From an optimization exercise on the open Yosys and OpenROAD flow, aimed at a short achievable clock period and few clock cycles; shortcuts taken in it are not production practice.
In this exercise RTL edits were held to simulation tests only and were not proved equivalent to the original.
Power figures rest on the tool's default switching activity, not on a simulated workload.

[design.v]
module hc11_decoder (
    input  wire [7:0] b,
    output wire       c_fam,       
    output wire       c_esc,       
    output wire [2:0] c_famc,      
    output wire [3:0] c_sfx,       
    output wire       c_xy,        
    output wire       c_is16,      
    output wire [1:0] c_mode,      
    output wire       c_zero,      
    output wire       c_pbx,       
    output wire       c_pby,       
    output wire       c_pbix,      
    output wire       c_pbiy       
);
    localparam FAM_LD = 3'd1, FAM_ST = 3'd2, FAM_SUB = 3'd3, FAM_AD = 3'd4;
    localparam SFX_NONE = 4'd0, SFX_DD = 4'd1, SFX_DB = 4'd2, SFX_CA = 4'd3, SFX_CB = 4'd4,
               SFX_DA = 4'd5, SFX_B = 4'd6, SFX_A = 4'd7, SFX_AA = 4'd8, SFX_AB = 4'd9,
               SFX_D = 4'd10, SFX_S = 4'd11;
    wire [7:0] m      = b & 8'h85;
    wire [7:0] v      = b & 8'hCF;
    wire       is_ld  = (m == 8'h84);
    wire       is_st  = (m == 8'h85) && (b != 8'hCD);
    wire       is_sub = (m == 8'h80) || ((m == 8'h81) && (v == 8'h83));
    wire       is_ad  = (m == 8'h81) && (v != 8'h83);
    assign c_esc  = (m == 8'h00) || (b == 8'hCD);
    assign c_fam  = is_ld || is_st || is_sub || is_ad;
    assign c_famc = is_ld ? FAM_LD : is_st ? FAM_ST : is_sub ? FAM_SUB : FAM_AD;
    assign c_mode = b[5:4];
    assign c_zero = (b == 8'h00);
    assign c_xy   = (v == 8'hCE) || (v == 8'hCF);
    assign c_pbx  = (b == 8'h00) || (b == 8'hCD);
    assign c_pby  = (b == 8'h18);
    assign c_pbix = (b == 8'h00) || (b == 8'h1A);
    assign c_pbiy = (b == 8'h18) || (b == 8'hCD);
    reg [3:0] sfx_n;
    reg       is16_n;
    always @(*) begin
        sfx_n  = SFX_NONE;
        is16_n = 1'b0;
        case (v)
            8'hC3: begin sfx_n = SFX_DD; is16_n = 1'b1; end
            8'hCB: sfx_n = SFX_DB;
            8'h89: sfx_n = SFX_CA;
            8'hC9: sfx_n = SFX_CB;
            8'h8B: sfx_n = SFX_DA;
            8'hC0: sfx_n = SFX_B;
            8'h80: sfx_n = SFX_A;
            8'h86, 8'h87: sfx_n = SFX_AA;
            8'hC6, 8'hC7: sfx_n = SFX_AB;
            8'h83, 8'hCC, 8'hCD: begin sfx_n = SFX_D; is16_n = 1'b1; end
            8'h8E, 8'h8F: begin sfx_n = SFX_S; is16_n = 1'b1; end
            default: ;
        endcase
    end
    assign c_sfx  = sfx_n;
    assign c_is16 = is16_n;
endmodule
module hc11mon_dl #(
    parameter [15:0] MIN      = 16'h0400,
    parameter [15:0] MAX      = 16'h7DFF,
    parameter [15:0] LF_START = 16'h1000,
    parameter [15:0] LF_MAX   = 16'h7DC0
) (
    input  wire        clk,
    input  wire        rst,
    input  wire        cmd_valid,
    output wire        cmd_ready,
    input  wire [1:0]  cmd_op,
    input  wire [15:0] cmd_start,
    input  wire [15:0] cmd_end,
    input  wire        in_valid,
    output wire        in_ready,
    input  wire [7:0]  in_data,
    input  wire        in_eos,
    output wire        mem_req,
    output wire        mem_we,
    output wire [15:0] mem_addr,
    output wire [7:0]  mem_wdata,
    input  wire        mem_ack,
    input  wire [7:0]  mem_rdata,
    output reg         ev_valid,
    input  wire        ev_ready,
    output reg  [2:0]  ev_type,
    output reg  [15:0] ev_addr,
    output reg  [15:0] ev_data,
    output reg  [15:0] ev_line,
    output reg  [2:0]  ev_kind,
    output reg         ev_flag,
    output reg  [2:0]  ev_len,
    output reg  [47:0] ev_raw,
    output reg  [2:0]  ev_fam,
    output reg  [3:0]  ev_sfx,
    output reg  [2:0]  ev_opform
);
    localparam OP_DECODE = 2'd0, OP_DISASM = 2'd1, OP_LOAD = 2'd2;
    localparam EV_ORG = 3'd1, EV_INSTR = 3'd2, EV_END = 3'd3, EV_PROGRESS = 3'd4,
               EV_SUMMARY = 3'd5, EV_REPORT = 3'd6;
    localparam ERR_BOUNDS = 3'd2, ERR_FORMAT = 3'd3, ERR_CHECKSUM = 3'd4,
               ERR_STREAMEND = 3'd5, ERR_RANGE = 3'd6;
    localparam T_IDLE = 3'd0, T_DCHK = 3'd1, T_DIS = 3'd2, T_DEND = 3'd3,
               T_FIN = 3'd4, T_LOAD = 3'd5;
    localparam L_WIN = 2'd0, L_C1 = 2'd1, L_C2 = 2'd2, L_STOP = 2'd3;
    localparam SFX_NONE = 4'd0, SFX_X = 4'd12, SFX_Y = 4'd13;
    localparam OF_NONE = 3'd0, OF_IMM8 = 3'd1, OF_IMM16 = 3'd2, OF_DIR = 3'd3,
               OF_IDX_X = 3'd4, OF_IDX_Y = 3'd5, OF_EXT = 3'd6;
    localparam O_IMM16_FIRST = 2'd0, O_LAST8 = 2'd1, O_EXT_HI = 2'd2, O_LAST16 = 2'd3;
    function hexv;
        input [7:0] c;
        hexv = (c >= 8'h30 && c <= 8'h39) || (c >= 8'h41 && c <= 8'h46);
    endfunction
    function [3:0] hexn;
        input [7:0] c;
        case (c)
            8'h31: hexn = 4'd1;  8'h32: hexn = 4'd2;  8'h33: hexn = 4'd3;
            8'h34: hexn = 4'd4;  8'h35: hexn = 4'd5;  8'h36: hexn = 4'd6;
            8'h37: hexn = 4'd7;  8'h38: hexn = 4'd8;  8'h39: hexn = 4'd9;
            8'h41: hexn = 4'd10; 8'h42: hexn = 4'd11; 8'h43: hexn = 4'd12;
            8'h44: hexn = 4'd13; 8'h45: hexn = 4'd14; 8'h46: hexn = 4'd15;
            default: hexn = 4'd0;
        endcase
    endfunction
    function [7:0] hexc;
        input [3:0] v;
        hexc = (v < 4'd10) ? {4'h3, v} : {4'h4, v - 4'd9};
    endfunction
    reg [2:0]  ts;
    reg        cmd_ready_r;
    reg        in_ready_r;
    reg        single;
    reg [15:0] c_start, c_end;
    reg        r_range, r_sbad, r_ebad;
    reg        mreq;
    reg        mwe;
    reg [15:0] ma;
    reg [15:0] ma1;       
    reg [7:0]  wdat;
    localparam FW = 8 + 16 + 1 + 23;
    reg        rd_on;
    reg        f0_v, f1_v;
    reg        dis_on, ld_on;    
    reg        chk_on, dend_on;  
    reg [FW-1:0] f0, f1;
    reg        st_opnd;
    reg [1:0]  k;
    reg        pbx, pby, pbix, pbiy;
    reg [1:0]  ost;
    reg [2:0]  opf;
    reg [7:0]  hi;
    reg [2:0]  fam_r;
    reg [3:0]  sfx_r;
    reg [5:0]  pos1h;     
    reg [2:0]  pos;
    reg [47:0] raw;
    reg [15:0] ia;
    reg        seen_end;
    reg        t_v;
    reg [2:0]  t_type;
    reg [15:0] t_addr, t_data, t_line;
    reg [2:0]  t_kind;
    reg        t_flag;
    reg [2:0]  t_len;
    reg [47:0] t_raw;
    reg [2:0]  t_fam;
    reg [3:0]  t_sfx;
    reg [2:0]  t_opform;
    reg [1:0]  ls;
    reg [2:0]  wcnt;
    reg        full, s1f, s9f, hvf, rngf, wgo;
    reg        sel_r;     
    reg [7:0]  x_hi, x_lo;    
    reg        w_pre;     
    reg        wcb_r;     
    reg [3:0]  wn0, wn1, wn2, wn3, wn4, wn5, wn6, wn7;
    reg [7:0]  whv, wS, w1, w9;
    reg [15:0] line;
    reg [15:0] written;
    reg        first_v;
    reg [15:0] first;
    reg [7:0]  acc;
    reg        add_pend;
    reg        al_pend;
    reg [7:0]  cnt;
    reg [7:0]  c1;
    reg        c1_hv;
    reg [3:0]  c1_nib;
    reg        e_v, e_eos, e_fmt, e_dat, e_wcb, e_ck;
    reg [3:0]  e_c2n;
    assign cmd_ready = cmd_ready_r;
    assign in_ready  = in_ready_r;
    assign mem_req   = mreq;
    assign mem_we    = mwe;
    assign mem_addr  = ma;
    assign mem_wdata = wdat;
    wire can_push = !t_v;
    wire in_take  = in_valid && in_ready_r;
    wire       c_fam, c_esc, c_xy, c_is16, c_zero, c_pbx, c_pby, c_pbix, c_pbiy;
    wire [2:0] c_famc;
    wire [3:0] c_sfx;
    wire [1:0] c_mode;
    hc11_decoder u_cls (
        .b(mem_rdata), .c_fam(c_fam), .c_esc(c_esc), .c_famc(c_famc), .c_sfx(c_sfx),
        .c_xy(c_xy), .c_is16(c_is16), .c_mode(c_mode), .c_zero(c_zero),
        .c_pbx(c_pbx), .c_pby(c_pby), .c_pbix(c_pbix), .c_pbiy(c_pbiy)
    );
    wire [FW-1:0] f_new = {mem_rdata, ma1, ma == c_end,
                           c_fam, c_esc, c_famc, c_sfx, c_xy, c_is16, c_mode, c_zero,
                           c_pbx, c_pby, c_pbix, c_pbiy, 5'd0};
    wire [7:0]  b      = f0[FW-1 -: 8];
    wire [15:0] h_ap1  = f0[FW-9 -: 16];
    wire        h_eq   = f0[23];
    wire        h_fam  = f0[22];
    wire        h_esc  = f0[21];
    wire [2:0]  h_famc = f0[20:18];
    wire [3:0]  h_sfx  = f0[17:14];
    wire        h_xy   = f0[13];
    wire        h_is16 = f0[12];
    wire [1:0]  h_mode = f0[11:10];
    wire        h_zero = f0[9];
    wire        h_pbx  = f0[8];
    wire        h_pby  = f0[7];
    wire        h_pbix = f0[6];
    wire        h_pbiy = f0[5];
    wire h_escg  = h_esc && (k != 2'd3);
    wire d_ends  = st_opnd ? ost[0] : !(h_fam || h_escg);
    wire d_null  = !st_opnd;
    wire dpop    = dis_on && f0_v && can_push;
    wire dlast   = single || seen_end || h_eq;
    wire [47:0] raw_ev = {pos1h[5] ? b : raw[47:40], pos1h[4] ? b : raw[39:32],
                          pos1h[3] ? b : raw[31:24], pos1h[2] ? b : raw[23:16],
                          pos1h[1] ? b : raw[15:8],  pos1h[0] ? b : raw[7:0]};
    wire l_eval = ld_on && (ls == L_WIN) && full && !e_v && (s9f || (s1f && !(hvf && rngf)));
    wire s9_early = ld_on && (ls == L_WIN) && in_take && !in_eos &&
                    !(full && (s1f || s9f)) && (full || wcnt == 3'd7) && wS[1] && w9[2] &&
                    !e_v && can_push;
    wire e_evt  = e_eos || e_fmt || !e_dat || e_wcb;    
    wire e_prog = !e_eos && !e_fmt && !e_dat && e_ck;   
    reg        push;
    reg [2:0]  p_type;
    reg [15:0] p_addr, p_data, p_line;
    reg [2:0]  p_kind;
    reg        p_flag;
    reg [2:0]  p_len;
    reg [47:0] p_raw;
    reg [2:0]  p_fam;
    reg [3:0]  p_sfx;
    reg [2:0]  p_opform;
    wire sel_sum = sel_r;
    always @(*) begin
        p_type   = EV_REPORT;
        p_addr   = 16'h0000;
        p_data   = 16'h0000;
        p_line   = line;
        p_kind   = ERR_FORMAT;
        p_flag   = 1'b0;
        p_len    = pos + 3'd1;
        p_raw    = raw_ev;
        p_fam    = d_null ? 3'd0 : fam_r;
        p_sfx    = d_null ? 4'd0 : sfx_r;
        p_opform = d_null ? OF_NONE : opf;
        if (chk_on) begin
            p_line = 16'd0;
            if (r_range) begin
                p_kind = ERR_RANGE; p_addr = c_start; p_data = c_end;
            end else if (r_sbad) begin
                p_kind = ERR_BOUNDS; p_addr = c_start;
            end else if (r_ebad) begin
                p_kind = ERR_BOUNDS; p_addr = c_end;
            end else begin
                p_type = EV_ORG; p_addr = c_start;
            end
        end else if (dend_on) begin
            p_type = EV_END;
            p_addr = c_end;
        end else if (dis_on) begin
            p_type = EV_INSTR;
            p_addr = ia;
            p_flag = !d_null;
            p_data = (st_opnd && ost[1]) ? {hi, b} : {8'h00, d_null ? 8'h00 : b};
        end else if (e_v) begin
            if (e_eos)
                p_kind = ERR_STREAMEND;
            else if (e_fmt)
                p_kind = ERR_FORMAT;
            else if (e_dat) begin
                p_kind = ERR_BOUNDS;
                p_addr = ma;
            end else if (e_ck)
                p_type = EV_PROGRESS;
            else begin
                p_kind = ERR_CHECKSUM;
                p_data = {fsum, c1_nib, e_c2n};
            end
        end else if (sel_sum) begin
            p_type = EV_SUMMARY;
            p_flag = first_v;
            p_addr = first;
            p_data = written;
        end else begin
            p_kind = hvf ? ERR_BOUNDS : ERR_FORMAT;
            p_addr = {wn4, wn5, wn6, wn7};
        end
        push = (chk_on || dend_on) ? can_push :
               dis_on ? (dpop && d_ends) :
               e_v ? (e_evt && can_push) :
               ((l_eval || s9_early) && can_push);
    end
    wire ev_pop    = ev_valid && ev_ready;
    wire head_free = !ev_valid || ev_ready;
    wire ev_valid_n = t_v || push || (ev_valid && !ev_ready);
    wire t_v_n      = head_free ? (t_v && push) : (t_v || push);
    wire        in_hv  = hexv(in_data);
    wire [3:0]  in_nib = hexn(in_data);
    wire        wc_bad = wcb_r;
    wire [7:0]  fsum   = ~acc;
    wire        ck_ok  = (c1 == x_hi) && (in_data == x_lo) && (acc != 8'hFF);
    wire [7:0]  acc_x  = ~(add_pend ? acc + wdat : acc);
    wire        hdr_go = full && s1f && hvf && rngf;
    wire [7:0]  hdr_n  = {wn2, wn3};
    wire [11:0] la_hi  = {wn5, wn6, wn7};
    wire        rng_n  = ((la_hi > LF_START[15:4]) ||
                          (la_hi == LF_START[15:4] && in_nib >= LF_START[3:0])) &&
                         ((la_hi < LF_MAX[15:4]) ||
                          (la_hi == LF_MAX[15:4] && in_nib <= LF_MAX[3:0]));
    wire        teos   = in_take && in_eos;
    wire        tch    = in_take && !in_eos;
    wire        cnt_nz = (cnt != 8'd0);
    wire        c2_go  = c1_hv && in_hv && (cnt_nz ? !wc_bad : ck_ok);
    wire        w_stop = full && (s9f || (s1f && !(hvf && rngf)));
    wire        w_more = w_pre || (w1[2] && (&whv[7:3]) && in_hv && rng_n);
    wire l_win = (ls == L_WIN);
    wire l_c1  = (ls == L_C1);
    wire l_c2  = (ls == L_C2);
    wire wr_n      = l_c2 && tch && c1_hv && in_hv && cnt_nz && !wc_bad;
    wire mreq_wr_n = wr_n || (mreq && !mem_ack);
    wire e_set     = teos || (l_c2 && tch);
    wire al_wait_n = ((l_win && hdr_go) || al_pend) && (hdr_n < 8'd4);
    wire ts_fin = teos ||
                  (l_win && !hdr_go && ((w_stop && l_eval && can_push) || s9_early)) ||
                  (l_c2 && tch && !c2_go);
    reg [1:0] ls_n;
    always @(*) begin
        ls_n = ls;
        if (ts_fin)
            ls_n = L_STOP;
        else if (l_win) begin
            if (hdr_go) ls_n = in_take ? L_C2 : L_C1;
        end else if (l_c1) begin
            if (tch) ls_n = L_C2;
        end else if (l_c2) begin
            if (tch) ls_n = cnt_nz ? L_C1 : L_WIN;
        end
    end
    wire e_v_n = e_set || (e_v && e_evt && !can_push);
    wire pe_free_n = !e_v_n || !t_v_n;
    wire ld_ready_n = !teos && pe_free_n &&
        ((l_win && hdr_go)  ? !(in_take && (mreq_wr_n || al_wait_n)) :
         l_win              ? !w_stop && (in_take ? w_more : wgo) :
         l_c1               ? !(tch && (mreq_wr_n || al_wait_n)) :
         l_c2               ? (tch ? c2_go : !(mreq_wr_n || al_wait_n)) : 1'b0);
    wire       rpush = mreq && mem_ack && !mwe && rd_on;
    wire       ffull_n = !dpop && (f1_v || (f0_v && rpush));
    wire       hdr_set = ld_on && (ls == L_WIN) && hdr_go;
    wire [7:0] acc_nx  = hdr_set ? hdr_n + {wn4, wn5} :
                         add_pend ? acc + wdat :
                         al_pend ? acc + {wn6, wn7} : acc;
    integer i;
    always @(posedge clk) begin
        if (rst) begin
            ts          <= T_IDLE;
            cmd_ready_r <= 1'b1;
            in_ready_r  <= 1'b0;
            mreq        <= 1'b0;
            mwe         <= 1'b0;
            rd_on       <= 1'b0;
            f0_v        <= 1'b0;
            f1_v        <= 1'b0;
            dis_on      <= 1'b0;
            ld_on       <= 1'b0;
            chk_on      <= 1'b0;
            dend_on     <= 1'b0;
            ev_valid    <= 1'b0;
            t_v         <= 1'b0;
            add_pend    <= 1'b0;
            al_pend     <= 1'b0;
            e_v         <= 1'b0;
        end else begin
            ev_valid <= ev_valid_n;
            t_v      <= t_v_n;
            if (head_free) begin
                if (t_v) begin
                    ev_type <= t_type; ev_addr <= t_addr; ev_data <= t_data; ev_line <= t_line;
                    ev_kind <= t_kind; ev_flag <= t_flag; ev_len <= t_len; ev_raw <= t_raw;
                    ev_fam <= t_fam; ev_sfx <= t_sfx; ev_opform <= t_opform;
                end else begin
                    ev_type <= p_type; ev_addr <= p_addr; ev_data <= p_data; ev_line <= p_line;
                    ev_kind <= p_kind; ev_flag <= p_flag; ev_len <= p_len; ev_raw <= p_raw;
                    ev_fam <= p_fam; ev_sfx <= p_sfx; ev_opform <= p_opform;
                end
            end
            if (t_v ? head_free : !head_free) begin
                t_type <= p_type; t_addr <= p_addr; t_data <= p_data; t_line <= p_line;
                t_kind <= p_kind; t_flag <= p_flag; t_len <= p_len; t_raw <= p_raw;
                t_fam <= p_fam; t_sfx <= p_sfx; t_opform <= p_opform;
            end
            if (rpush) begin
                ma  <= ma1;
                ma1 <= ma1 + 16'd1;
            end
            case ({rpush, dpop})
                2'b10: begin
                    if (!f0_v) begin f0 <= f_new; f0_v <= 1'b1; end
                    else       begin f1 <= f_new; f1_v <= 1'b1; end
                end
                2'b01: begin
                    f0   <= f1;
                    f0_v <= f1_v;
                    f1_v <= 1'b0;
                end
                2'b11: begin
                    if (!f1_v) f0 <= f_new;
                    else begin f0 <= f1; f1 <= f_new; end
                end
                default: ;
            endcase
            if (rd_on) mreq <= !ffull_n;
            if (dpop) begin
                seen_end <= seen_end | h_eq;
                raw      <= raw_ev;
                if (d_ends) begin
                    st_opnd <= 1'b0;
                    k       <= 2'd0;
                    pbx <= 1'b1; pby <= 1'b0; pbix <= 1'b1; pbiy <= 1'b0;
                    pos     <= 3'd0;
                    pos1h   <= 6'd1;
                    ia      <= h_ap1;
                    if (dlast) begin
                        rd_on  <= 1'b0;
                        mreq   <= 1'b0;
                        f0_v   <= 1'b0;
                        f1_v   <= 1'b0;
                        dis_on <= 1'b0;
                        ts     <= single ? T_FIN : T_DEND;
                        dend_on <= !single;
                    end
                end else begin
                    pos   <= pos + 3'd1;
                    pos1h <= {pos1h[4:0], 1'b0};
                    if (!st_opnd) begin
                        if (h_fam) begin
                            st_opnd <= 1'b1;
                            fam_r   <= h_famc;
                            sfx_r   <= h_xy ? (pbx ? SFX_X : pby ? SFX_Y : SFX_NONE) : h_sfx;
                            case (h_mode)
                                2'b00: begin
                                    ost <= h_is16 ? O_IMM16_FIRST : O_LAST8;
                                    opf <= h_is16 ? OF_IMM16 : OF_IMM8;
                                end
                                2'b01: begin ost <= O_LAST8; opf <= OF_DIR; end
                                2'b10: begin
                                    ost <= O_LAST8;
                                    opf <= pbix ? OF_IDX_X : pbiy ? OF_IDX_Y : OF_DIR;
                                end
                                default: begin ost <= O_EXT_HI; opf <= OF_EXT; end
                            endcase
                        end else begin
                            k    <= k + 2'd1;
                            pbx  <= h_pbx;
                            pby  <= h_pby;
                            pbix <= h_pbix;
                            pbiy <= h_pbiy;
                        end
                    end else begin
                        hi <= b;
                        if (ost == O_IMM16_FIRST && h_zero) begin
                            ost <= O_LAST8;
                            opf <= OF_IMM8;
                        end else
                            ost <= O_LAST16;
                    end
                end
            end
            if (ld_on) begin
                ls         <= ls_n;
                in_ready_r <= ld_ready_n && !ts_fin;
                if (ts_fin) begin
                    ts    <= T_FIN;
                    ld_on <= 1'b0;
                end
            end
            e_v <= e_v_n;
            if (e_set) begin
                e_eos <= in_eos;
                e_fmt <= !(c1_hv && in_hv);
                e_dat <= (cnt != 8'd0);
                e_wcb <= wc_bad;
                e_ck  <= ck_ok;
                e_c2n <= in_nib;
            end
            if (e_v && e_prog && can_push)
                line <= line + 16'd1;
            if (mwe) mreq <= mreq_wr_n;
            if (mwe && mreq && mem_ack) begin
                ma      <= ma1;
                ma1     <= ma1 + 16'd1;
                wcb_r   <= (ma1 < MIN) || (ma1 > MAX);
                written <= written + 16'd1;
            end
            if (in_take && ls == L_C2)
                wdat <= {c1_nib, in_nib};
            add_pend <= wr_n;
            if (add_pend)
                cnt <= cnt - 8'd1;
            acc    <= acc_nx;
            x_hi   <= hexc(acc_x[7:4]);
            x_lo   <= hexc(acc_x[3:0]);
            al_pend <= 1'b0;
            if (hdr_set) begin
                if (!first_v) begin
                    first_v <= 1'b1;
                    first   <= {wn4, wn5, wn6, wn7};
                end
                al_pend <= 1'b1;
                ma      <= {wn4, wn5, wn6, wn7};
                ma1     <= {wn4, wn5, wn6, wn7} + 16'd1;
                wcb_r   <= ({wn4, wn5, wn6, wn7} < MIN) || ({wn4, wn5, wn6, wn7} > MAX);
                cnt     <= (hdr_n >= 8'd3) ? hdr_n - 8'd3 : 8'd0;
            end
            if (ld_on && in_take && !in_eos) begin
                if (ls == L_WIN && !hdr_go) begin
                    wn0 <= wn1; wn1 <= wn2; wn2 <= wn3; wn3 <= wn4;
                    wn4 <= wn5; wn5 <= wn6; wn6 <= wn7; wn7 <= in_nib;
                    whv  <= {in_hv, whv[7:1]};
                    wS   <= {in_data == "S", wS[7:1]};
                    w1   <= {in_data == "1", w1[7:1]};
                    w9   <= {in_data == "9", w9[7:1]};
                    if (wcnt == 3'd7) full <= 1'b1;
                    wcnt <= wcnt + 3'd1;
                    s1f  <= wS[1] && w1[2];
                    s9f  <= wS[1] && w9[2];
                    hvf  <= (&whv[7:3]) && in_hv;
                    rngf <= rng_n;
                    wgo  <= w_more;
                    w_pre <= !(full || wcnt[2:1] == 2'b11) || !(wS[2] && (w1[3] || w9[3]));
                    sel_r <= (wS[1] && w9[2]) || (wS[2] && w9[3]);
                end
                if ((ls == L_WIN && hdr_go) || ls == L_C1) begin
                    c1     <= in_data;
                    c1_hv  <= in_hv;
                    c1_nib <= in_nib;
                end
                if (ls == L_C2) begin
                    wcnt <= 3'd0;
                    w_pre <= 1'b1;
                    full <= 1'b0;
                    wgo  <= 1'b1;
                end
            end
            case (ts)
                T_IDLE: begin
                    if (cmd_valid) begin
                        c_start  <= cmd_start;
                        c_end    <= cmd_end;
                        r_range  <= cmd_start > cmd_end;
                        r_sbad   <= (cmd_start < MIN) || (cmd_start > MAX);
                        r_ebad   <= (cmd_end < MIN) || (cmd_end > MAX);
                        st_opnd  <= 1'b0;
                        k        <= 2'd0;
                        pbx <= 1'b1; pby <= 1'b0; pbix <= 1'b1; pbiy <= 1'b0;
                        pos      <= 3'd0;
                        pos1h    <= 6'd1;
                        seen_end <= 1'b0;
                        ia       <= cmd_start;
                        f0_v     <= 1'b0;
                        f1_v     <= 1'b0;
                        case (cmd_op)
                            OP_DECODE, OP_DISASM: begin
                                single      <= (cmd_op == OP_DECODE);
                                ma          <= cmd_start;
                                ma1         <= cmd_start + 16'd1;
                                mwe         <= 1'b0;
                                mreq        <= 1'b1;
                                rd_on       <= 1'b1;
                                cmd_ready_r <= 1'b0;
                                ts          <= (cmd_op == OP_DECODE) ? T_DIS : T_DCHK;
                                dis_on      <= (cmd_op == OP_DECODE);
                                chk_on      <= (cmd_op == OP_DISASM);
                            end
                            OP_LOAD: begin
                                mwe         <= 1'b1;
                                mreq        <= 1'b0;
                                rd_on       <= 1'b0;
                                cmd_ready_r <= 1'b0;
                                in_ready_r  <= 1'b1;
                                ts          <= T_LOAD;
                                ld_on       <= 1'b1;
                                ls          <= L_WIN;
                                wcnt        <= 3'd0;
                                full        <= 1'b0;
                                wgo         <= 1'b1;
                                w_pre       <= 1'b1;
                                line        <= 16'd1;
                                written     <= 16'd0;
                                first_v     <= 1'b0;
                                first       <= 16'd0;
                            end
                            default: ;
                        endcase
                    end
                end
                T_DCHK: begin
                    if (push) begin
                        chk_on <= 1'b0;
                        if (!(r_range || r_sbad || r_ebad)) begin
                            ts     <= T_DIS;
                            dis_on <= 1'b1;
                        end else begin
                            rd_on <= 1'b0;
                            mreq  <= 1'b0;
                            f0_v  <= 1'b0;
                            f1_v  <= 1'b0;
                            ts    <= T_FIN;
                        end
                    end
                end
                T_DIS: ;    
                T_DEND: begin
                    if (push) begin
                        ts      <= T_FIN;
                        dend_on <= 1'b0;
                    end
                end
                T_FIN: begin
                    in_ready_r <= 1'b0;
                    if (!t_v && (!ev_valid || ev_ready) && !e_v && !(mreq && !mem_ack)) begin
                        ts          <= T_IDLE;
                        cmd_ready_r <= 1'b1;
                    end
                end
                T_LOAD: ;
                default: ts <= T_IDLE;
            endcase
        end
    end
endmodule
[config.mk]
export PLATFORM = sky130hd
export DESIGN_NAME = hc11mon_dl
export DESIGN_NICKNAME = hc11mon_dl
export VERILOG_FILES = /design/flow/design.v
export SDC_FILE = /design/flow/constraint.sdc
export NUM_CORES = 4
export LEC_CHECK = 0
export ABC_CLOCK_PERIOD_IN_PS = 1000
export CAP_MARGIN = 20
export CORE_MARGIN = 2
export CORE_UTILIZATION = 50
export PLACE_DENSITY = 0.65
export SETUP_SLACK_MARGIN = 3.0
export SLEW_MARGIN = 20
export TNS_END_PERCENT = 100
[constraint.sdc]
create_clock -name core_clock -period 5.0 [get_ports {clk}]
set_input_delay 1.0000 -clock core_clock [delete_from_list [all_inputs] [get_ports {clk}]]
set_output_delay 1.0000 -clock core_clock [all_outputs]
set_load 0.01 [all_outputs]
[run.sh]
#!/bin/bash
# synth_recipe.tcl (not shown) runs the flow's synth.tcl, then flattens the netlist and writes it again
# the make line also repeats each setting of config.mk as NAME=value (left out here)
make -C /OpenROAD-flow-scripts/flow DESIGN_CONFIG=/design/flow/config.mk WORK_HOME=/design/flow/orfs CLKGATE_MAP_FILE= SYNTH_SCRIPT=/design/flow/synth_recipe.tcl finish
==> results.txt <==
sequential cells by signal, summed over array words and instances (netlist names), 41 cells and up:
register and flops:
ev_raw 48, f1 41, raw 48, t_raw 48, f0 41
final cells by class:
type,count,area share [%]
diodes,1,0.00598
clock buffers,94,4.73
clock inverters,36,0.986
inverters,67,0.789
multi-input cells,1600,31.2
flip-flops and latches,671,47.8
well taps,846,2.53
repair buffers,545,11.9
repair inverters,2,0.0418
stage by stage:
stage / instance area, um2 / total power, W / worst slack, ns / hold WS (ns) / utilization, %
finish: 41900 / 0.0133 / 2.31 / 0.419 / 66.5
floorplan: 32500 / 0.00727 / 1.36 / 0.400 / -
global placement: 35100 / 0.00774 / 1.37 / 0.403 / 55.7
CTS: 39100 / 0.0132 / 2.26 / 0.420 / 62.1
global route: 41900 / 0.0136 / 2.26 / 0.434 / 66.5
detailed placement: 35100 / 0.00777 / 1.26 / 0.405 / 55.7
worst max-delay path, delay by kind of cell (launching register included):
family | cells | cell delay [ns]
AO/OA/AOI/OAI | 5 | 1.11
flip-flops | 1 | 0.51
multiplexers | 2 | 0.46
adder cells (fa/ha/maj) | 1 | 0.27
buffers and inverters | 1 | 0.18
how the worst max path moves through the flow:
stage	startpoint	to	slack (ns)	cells past startpoint
floorplan	ev_ready	t_addr[0]	1.36	4
global placement	in_data[3]	in_ready_r	1.37	8
detailed placement	in_data[3]	in_ready_r	1.26	8
CTS	cnt[0]	ls[0]	2.26	9
global route	acc[2]	x_hi[1]	2.26	9
finish	wdat[1]	x_hi[1]	2.31	9
metal layers:
layer | share of wire (%) | global-route usage [%] | up-vias
li1 | - | - | 10323
met1 | 40 | 38.4 | 11584
met2 | 46 | 43.8 | 1310
met3 | 9.1 | 5.32 | 275
met4 | 4.3 | 10.9 | 6
met5 | 0.034 | 0 | -
power breakdown:
part	internal [W]	switching, W
Sequential	0.00641	0.000190
Combinational	0.000537	0.000694
Clock	0.00318	0.00226
cell families after synthesis:
logic type,share of synthesized area [%]
AOI/OAI and AO/OA,10.2
DFF,62.9
adders and majority gates,2.75
xor gates and xnor gates,3.56
and+or+nand+nor,10.2
muxes,7.93
buffers and inverters,2.49
placed cells by master (no fill, tap or decap), types with 16 or more instances in the layout:
cell type,instances
edfxtp_1,652
buf_4,227
nand2_1,194
mux2_2,148
buf_2,140
nor2_1,137
a21oi_1,123
clkbuf_16,88
buf_6,74
xnor2_1,72
o21ai_0,63
mux2i_1,58
a22o_1,56
xor2_1,54
inv_1,51
nand3_1,40
ha_1,35
o21ai_1,34
buf_12,33
nand4_1,25
a21oi_2,24
ha_4,24
nor2b_1,21
and3_1,19
and2_1,19
o211ai_1,19
nor3_1,19
o21ai_2,18
mux2_4,16
clkbuf_1,16
what timing repair did:
item | in CTS | in global routing
buffers inserted | 135 | 152
endpoints found under the setup margin | 1096 | 542
resized for setup | 1016 | 308
pin swaps | 75 | 146
cloned | 15 | 27
==> impl_metrics.py <==
metrics = {
    "yosys": {
        "yosysSeqAreaShare_pct": 62.9,
        "async_flop_share_pct": 0,
        "ys_types": 90,
        "synth.top_cells.by_count": "edfxtp_1 (652), nand2_1 (210), nor2_1 (165)",
        "synth_top_area_share_pct": 61.7,
        "ys_warn_count": 2,
        "syn-num-nets": 2590,
        "synth_ff_type": "edfxtp_1",
        "avgSynthCellArea_um2": 12.9,
        "yosys.area.top_type": "edfxtp_1",
        "synth_area_um2": 31700,
        "ys_seq_elements": 671,
        "syn_inst": 2465,
        "yosys.cell_count.top_type": "edfxtp_1",
        "synth_edf_count": 652,
        "synth.area.top_cells": "edfxtp_1 (62%), mux2_2 (5.8%), ha_1 (2.6%)",
    },
    "global_routing": {
        "grt_overflow_total": 0,
        "grt_max_degree": 79,
        "track_usage_pct": 27.8,
        "grt_pass1_wl_mm": 138,
        "first_global_vias": 21769,
        "antenna_found_initial": 5,
    },
    "sta": {
        "min_period_over_period_pct": 53.7,
        "slew_headroom_pct": 36.9,
        "hold_viol": 0,
        "clock.fmax_ghz": 0.372,
        "drv_slew": 0,
        "layout_min_cycle_time_ns": 2.69,
        "setup_tns_ns": 0,
        "rsz0062_at_grt": "yes",
        "fin_worst_skew_ns": 0.0259,
        "setup_viol_count_final": 0,
        "worst_pin_slew_ns": 0.947,
    },
    "layout": {
        "layout.cells.non_filler": 3862,
        "seqCellArea_um2": 20000,
        "multi_input_area_um2": 13100,
        "fin_nets": 3084,
        "areaGrowthSynthToFinish_pct": 31.9,
        "fill_cells": 4493,
        "drive_gt1_share_pct": 37.4,
    },
    "die": {
        "placementRows": 92,
        "dieArea_um2": 65500,
        "die_h_um": 256,
        "die_w_um": 256,
        "start_util_pct": 50.4,
        "boundaryPins": 202,
        "coreArea_um2": 63000,
    },
    "worst_hold_path": {
        "whs_endpoint": "w9[5]",
        "whs_path_depth": 0,
        "hold_start": "w9[6]",
        "hp-class": "flop to flop",
    },
    "placement": {
        "io_buffers": 201,
        "gp_congestion": 0.899,
        "dp.cells": 3402,
        "dp_hpwl_mm": 57.4,
    },
    "critical_path": {
        "worstReg2RegStart": "wdat[1]",
        "crit_chain": "ha_4 -> a211oi_2 -> o21bai_2 -> a311o_1 -> mux2i_1 -> a211oi_2 -> buf_4 -> mux2_4 -> a21oi_2",
        "max_stage_delay_ns": 0.51,
        "worst_r2r_path_depth": 9,
        "critPathArrivalTime_ns": 3.15,
        "cpMostUsedCell": "a211oi_2",
        "crit_path_end_kind": "flop",
        "startpoint_type": "flop",
        "critPathKind": "flop to flop",
        "rr_endpoint": "x_hi[1]",
        "worst-path-max-fanout": 3,
        "slowest_stage": "edfxtp_1",
        "r2r_setup_slack_ns": 2.31,
        "cp.required_ns": 5.47,
    },
    "routing": {
        "wl_per_cell_um": 25.9,
        "first_pass_iters": 6,
        "wirelength_mm": 100,
        "dr_total_vias": 23498,
        "ant_nets": 0,
        "drtIter0Drc": 2716,
        "viasPerCell": 6.08,
        "drcViolationCount": 0,
    },
    "clock_tree": {
        "clk_pin_slew_ns": 0.07,
        "h-tree-depth": 3,
        "numClockSinks": 671,
        "postCtsHoldBufs": 0,
        "cts_buffer_depth": 3,
        "cts_made_buffers": 72,
        "cts_root_buf": "clkbuf_16",
        "clk_latency_ns": 0.62,
        "tritoncts": "yes",
    },
    "power_and_ir_drop": {
        "power.leakage_nw": 15.3,
        "p_per_area_nw_per_um2": 317,
        "ir_drop_mv": 0.246,
    },
    "status": {
        "outcome": "finished clean",
    },
    "flow_run": {
        "drv_cap": 0,
    },
}
Testbench counts, summed over its fixed seeds: cycles 43,523.

separate check: timing with driven ports:
How much do the figures lean on ideal ports? The routed layout below was timed once more, with nothing changed but the port constraints. Step 1 sets driving cells, clkbuf_16 on the clock port and buf_2 on the other inputs (assumed; they add their load-dependent delay and slew). Step 2, shift: input delay + t, output delay - t, t = (earliest + latest rising clock arrival at the registers) / 2. This alone moves slack from input paths to output paths. a / b / c = ideal ports / drivers / drivers and shift; a / b = the first two.
t, ns: 0.674
setup WS [ns]: 2.313 / 2.313 / 1.810
worst setup path after step 2: input to register
After both steps this run still meets setup and hold. The setup slack of this run moves by 0.000 ns with the drivers and by -0.503 ns with both steps.
